This is an optimization exercise on Yosys and OpenROAD, whose aim is small area and a short achievable clock period, not a production implementation.
In this exercise RTL edits were held to simulation tests only and were not proved equivalent to the original.
Power is estimated from default activity; no workload was simulated.

==> flow/design.v <==
module hfp8_enc_pre (
    input  wire [30:0] a,         
    input  wire [6:0]  ebias,     
    output wire [8:0]  s1,        
    output wire [7:0]  top,       
    output wire        lo         
);
    wire [7:0] e   = a[30:23];
    wire       hid = |e;
    assign s1  = {1'b0, e} + {2'b00, ebias} + 9'd1;
    assign top = hid ? {1'b1, a[22:16]} : a[22:15];
    assign lo  = (|a[14:0]) | (hid & a[15]);
endmodule
module hfp8_enc_lane (
    input  wire [8:0]  s1,        
    input  wire [7:0]  top,       
    input  wire        lo,        
    input  wire [2:0]  ebits,     
    input  wire [2:0]  r,         
    input  wire [5:0]  mh,        
    input  wire [6:0]  mmask,     
    input  wire [6:0]  hm,        
    output wire [6:0]  qp,        
    output wire        up,        
    output wire        ovf,       
    output wire        inexact    
);
    wire        e_ge1  = s1[8] | (s1[7] & (|s1[6:0]));       
    wire        normal = s1[8] | (s1[7] & (|s1[6:1]));       
    wire        zero   = !s1[8] && !s1[7] && ((s1[6:3] != 4'hF) || (s1[2:0] <= ebits));
    assign      ovf    = s1[8] | (s1[7] & (|(s1[6:0] & hm)));
    wire [2:0]  u  = e_ge1 ? r : (ebits - s1[2:0]);
    wire [14:0] w  = {top, 7'd0} >> u;
    wire [6:0]  n      = zero ? 7'd0 : w[14:8];
    wire        guard  = !zero && w[7];
    wire        sticky = lo || (zero ? (|top) : (|w[6:0]));
    reg  [6:0]  eh;                              
    integer k;
    always @(*) begin
        eh = 7'd0;
        for (k = 0; k < 6; k = k + 1)
            eh = eh | ((s1[6:0] << (k + 1)) & {7{mh[k]}});
    end
    assign qp      = normal ? (eh | (n & mmask)) : n;
    assign up      = guard & (sticky | n[0]);
    assign inexact = guard | sticky;
endmodule
module hfp8_dec_lane (
    input  wire        sign,
    input  wire [11:0] al,
    input  wire [6:0]  nb,       
    output wire [14:0] f
);
    wire [5:0]  E  = al[11:6];
    wire [5:0]  mt = al[5:0];
    wire        ez = (E == 6'd0);
    reg [2:0] lz;
    always @(*) begin
        casez (mt)
            6'b1?????: lz = 3'd0;
            6'b01????: lz = 3'd1;
            6'b001???: lz = 3'd2;
            6'b0001??: lz = 3'd3;
            6'b00001?: lz = 3'd4;
            6'b000001: lz = 3'd5;
            default:   lz = 3'd6;
        endcase
    end
    wire       sub_norm = ({4'd0, lz} < nb);         
    wire [7:0] exp_n    = {2'b0, E} + {1'b0, nb};
    wire [7:0] exp_s    = sub_norm ? ({1'b0, nb} - {5'd0, lz}) : 8'd0;
    wire [3:0] sh_s     = sub_norm ? ({1'b0, lz} + 4'd1) : nb[3:0];
    wire [5:0] fr_s     = mt << sh_s;
    wire       zero = ez && (mt == 6'd0);
    wire [7:0] expo = ez ? exp_s : exp_n;
    wire [5:0] fr   = ez ? fr_s : mt;
    assign f = zero ? {sign, 14'd0} : {sign, expo, fr};
endmodule
module hfp8_codec (
    input  wire         clk,
    input  wire         rst,         
    input  wire         in_valid,
    input  wire         mode,        
    input  wire [2:0]   ebits,
    input  wire [7:0]   ebias,
    input  wire [31:0]  maxpos,      
    input  wire [127:0] din,
    output wire         out_valid,
    output wire         err,
    output wire [127:0] dout
);
    genvar i;
    wire [94:0] pre;             
    wire [39:0] dcodes = {din[31:0], 8'd0};
    generate
        for (i = 0; i < 5; i = i + 1) begin : s1pre
            wire [31:0] x = (i == 4) ? maxpos : din[32*i +: 32];
            wire [8:0]  s1;
            wire [7:0]  top;
            wire        lo;
            hfp8_enc_pre u_pre (.a(x[30:0]), .ebias(ebias[6:0]), .s1(s1), .top(top), .lo(lo));
            if (i == 4) begin : m
                assign pre[19*i +: 19] = {x[31], s1, top, lo};
            end else begin : l
                wire [9:0] dc = dcodes[39 - 10*i -: 10];
                assign pre[19*i +: 19] = mode ? {dc[9], s1, dc[8:0]} : {x[31], s1, top, lo};
            end
        end
    endgenerate
    reg         s1_valid;
    reg         s1_mode;
    reg [2:0]   s1_ebits;
    reg [7:0]   s1_ebias;
    reg [2:0]   p_r;         
    reg [5:0]   p_mh;        
    reg [6:0]   p_mmask;     
    reg [6:0]   p_hm;        
    reg [5:0]   p_rh;        
    reg [94:0]  s1_x;
    always @(posedge clk) begin
        if (rst)
            s1_valid <= 1'b0;
        else
            s1_valid <= in_valid;
        s1_mode  <= mode;
        s1_ebits <= ebits;
        s1_ebias <= ebias;
        p_r      <= ebits - 3'd1;
        p_mh     <= 6'd1 << (3'd6 - ebits);
        p_mmask  <= {1'b0, 5'h1F >> (ebits - 3'd1), 1'b1};    
        p_hm     <= {1'b1, 5'h1F << (ebits - 3'd1), 1'b0};
        p_rh     <= 6'd1 << (ebits - 3'd1);
        s1_x     <= pre;
    end
    wire [31:0] s1_codes = {s1_x[18], s1_x[8:0], s1_x[37], s1_x[27:19],
                            s1_x[56], s1_x[46:38], s1_x[75], s1_x[65]};
    wire [6:0] mq;
    wire       mup, movf, minexact;
    hfp8_enc_lane u_encm (
        .s1(s1_x[93:85]), .top(s1_x[84:77]), .lo(s1_x[76]),
        .ebits(s1_ebits), .r(p_r), .mh(p_mh), .mmask(p_mmask), .hm(p_hm),
        .qp(mq), .up(mup), .ovf(movf), .inexact(minexact)
    );
    wire perr = (s1_ebits == 3'd0) || (s1_ebits == 3'd7) || (s1_ebias == 8'd0) || s1_ebias[7]
             || (!s1_mode && (s1_x[94] || ((s1_x[84:77] == 8'd0) && !s1_x[76])));
    wire [51:0] s2_d;        
    generate
        for (i = 0; i < 4; i = i + 1) begin : s2lane
            wire [18:0] x = s1_x[19*i +: 19];
            wire [6:0]  qp;
            wire        up, ovf;
            hfp8_enc_lane u_enc (
                .s1(x[17:9]), .top(x[8:1]), .lo(x[0]),
                .ebits(s1_ebits), .r(p_r), .mh(p_mh), .mmask(p_mmask), .hm(p_hm),
                .qp(qp), .up(up), .ovf(ovf), .inexact()
            );
            wire [7:0] c = s1_codes[8*i +: 8];
            reg [11:0] al;
            integer k;
            always @(*) begin
                al = 12'd0;
                for (k = 0; k < 6; k = k + 1)
                    al = al | (({5'd0, c[6:0]} << k) & {12{p_rh[k]}});
            end
            assign s2_d[13*i +: 13] = s1_mode ? {c[7], al} : {x[18], qp, up, ovf, 3'b000};
        end
    endgenerate
    reg         s2_valid;
    reg         s2_mode;
    reg         s2_perr;
    reg         s2_movf;
    reg         s2_minexact;
    reg [6:0]   s2_nb;       
    reg [6:0]   s2_mq;
    reg         s2_mup;
    reg [51:0]  s2_lane;
    always @(posedge clk) begin
        if (rst)
            s2_valid <= 1'b0;
        else
            s2_valid <= s1_valid;
        s2_mode     <= s1_mode;
        s2_perr     <= perr;
        s2_movf     <= movf;
        s2_minexact <= minexact;
        s2_nb       <= ~s1_ebias[6:0];
        s2_mq       <= mq;
        s2_mup      <= mup;
        s2_lane     <= s2_d;
    end
    wire param_err = s2_perr || (!s2_mode && (s2_movf || ((s2_mq == 7'h7F) && s2_minexact)));
    wire [6:0]  mq1 = s2_mq + 7'd1;
    wire [6:0]  cm  = s2_mup ? mq1 : s2_mq;
    wire [31:0] codes;
    wire [59:0] dec;
    generate
        for (i = 0; i < 4; i = i + 1) begin : s3lane
            wire [12:0] l   = s2_lane[13*i +: 13];
            wire [6:0]  qp  = l[11:5];
            wire        up  = l[4];
            wire        ovf = l[3];
            wire [6:0]  q   = qp + {6'd0, up};
            wire [7:0]  d   = {1'b0, qp} - {1'b0, s2_mq};
            wire        ge  = !d[7];
            wire        gt  = ge && (d[6:0] != 7'd0);
            wire        gt1 = ge && (d[6:1] != 6'd0);
            wire        sel = ovf || ((up == s2_mup) ? gt : up ? ge : gt1);
            assign codes[8*i +: 8] = {l[12], sel ? cm : q};
            hfp8_dec_lane u_dec (.sign(l[12]), .al(l[11:0]), .nb(s2_nb), .f(dec[15*i +: 15]));
        end
    endgenerate
    reg          s3_valid;
    reg          s3_err;
    reg [31:0]   s3_lo;      
    reg [44:0]   s3_hi;      
    always @(posedge clk) begin
        if (rst)
            s3_valid <= 1'b0;
        else
            s3_valid <= s2_valid;
        s3_err <= param_err;
        s3_lo  <= param_err ? 32'd0 : s2_mode ? {dec[14:0], 17'd0} : codes;
        s3_hi  <= (s2_mode && !param_err) ? dec[59:15] : 45'd0;
    end
    assign out_valid = s3_valid;
    assign err       = s3_err;
    assign dout      = {s3_hi[44:30], 17'd0, s3_hi[29:15], 17'd0, s3_hi[14:0], 17'd0, s3_lo};
endmodule
clock: 12.0 ns
lec_check: 0
abc_area: 1
cap_margin: 20
core_margin: 2
core_utilization: 60
slew_margin: 20
standard.sh (not shown) runs the stock make flow with config.mk's settings and CLKGATE_MAP_FILE= SYNTH_SCRIPT=/design/flow/synth_recipe.tcl, a recipe that flattens the netlist after the stock synthesis.
==> flow/flow/run.sh <==
#!/bin/bash
set -euo pipefail
bash standard.sh SETUP_SLACK_MARGIN=8.5 "BUFFER_PORTS_ARGS=-buffer_cell sky130_fd_sc_hd__buf_1" finish \
    > standard_flow.log 2>&1
==> next run, changes <==
--- a/flow/design.v
+++ b/flow/design.v
@@ -109,33 +109,28 @@
     endgenerate
     reg         s1_valid;
     reg         s1_mode;
     reg [2:0]   s1_ebits;
     reg [7:0]   s1_ebias;
-    reg [2:0]   p_r;         
-    reg [5:0]   p_mh;        
-    reg [6:0]   p_mmask;     
-    reg [6:0]   p_hm;        
-    reg [5:0]   p_rh;        
     reg [94:0]  s1_x;
     always @(posedge clk) begin
         if (rst)
             s1_valid <= 1'b0;
         else
             s1_valid <= in_valid;
         s1_mode  <= mode;
         s1_ebits <= ebits;
         s1_ebias <= ebias;
-        p_r      <= ebits - 3'd1;
-        p_mh     <= 6'd1 << (3'd6 - ebits);
-        p_mmask  <= {1'b0, 5'h1F >> (ebits - 3'd1), 1'b1};    
-        p_hm     <= {1'b1, 5'h1F << (ebits - 3'd1), 1'b0};
-        p_rh     <= 6'd1 << (ebits - 3'd1);
         s1_x     <= pre;
     end
     wire [31:0] s1_codes = {s1_x[18], s1_x[8:0], s1_x[37], s1_x[27:19],
                             s1_x[56], s1_x[46:38], s1_x[75], s1_x[65]};
+    wire [2:0] p_r     = s1_ebits - 3'd1;
+    wire [5:0] p_mh    = 6'd1 << (3'd6 - s1_ebits);
+    wire [6:0] p_mmask = 7'h7F >> s1_ebits;
+    wire [6:0] p_hm    = 7'h7F << s1_ebits;
+    wire [5:0] p_rh    = 6'd1 << p_r;
     wire [6:0] mq;
     wire       mup, movf, minexact;
     hfp8_enc_lane u_encm (
         .s1(s1_x[93:85]), .top(s1_x[84:77]), .lo(s1_x[76]),
         .ebits(s1_ebits), .r(p_r), .mh(p_mh), .mmask(p_mmask), .hm(p_hm),
Effect: The new run ran to the end with no violations; final area is lower by 2.0%; clock power is lower by 4.2%; via count is lower by 0.78%; first-iteration DRC count is higher by 7.5%; worst hold slack improved by 0.0053 ns; total power is lower by 3.2%; synthesized cell count is lower by 1.4%; combinational power hardly moves; clock skew is higher by 0.0053 ns; die area is lower by 2.1%; register-to-register slack got worse by 0.26 ns.

-- afterwards: timing with drivers on the ports --
No port has a modelled driver above. Below, the same layouts with a new extraction and two added sets of constraints.
Step 1 assumes that a clkbuf_16 drives the clock port and a buf_2 every other input.
Step 2 times the ports against the registers' clock, not the clock port: input delays grow and output delays shrink by t, the midpoint of the rising clock arrivals with the driver on.
Three values: ideal ports, drivers, drivers and shift; two values: the first two.
| run | t (ns) | slack for setup (ns) | hold slack, ns | worst setup path after step 2 |
|---|---|---|---|---|
| the first run | 0.633 | 8.531 / 8.476 / 7.942 | 0.379 / 0.379 / 0.379 | input to register |
| the second run | 0.624 | 8.351 / 8.351 / 7.893 | 0.384 / 0.384 / 0.384 | input to register |
After both steps setup and hold are still met in every run listed. For the first run, which loses most, drivers alone change the setup slack by -0.055 ns; drivers and shift together by -0.589 ns.
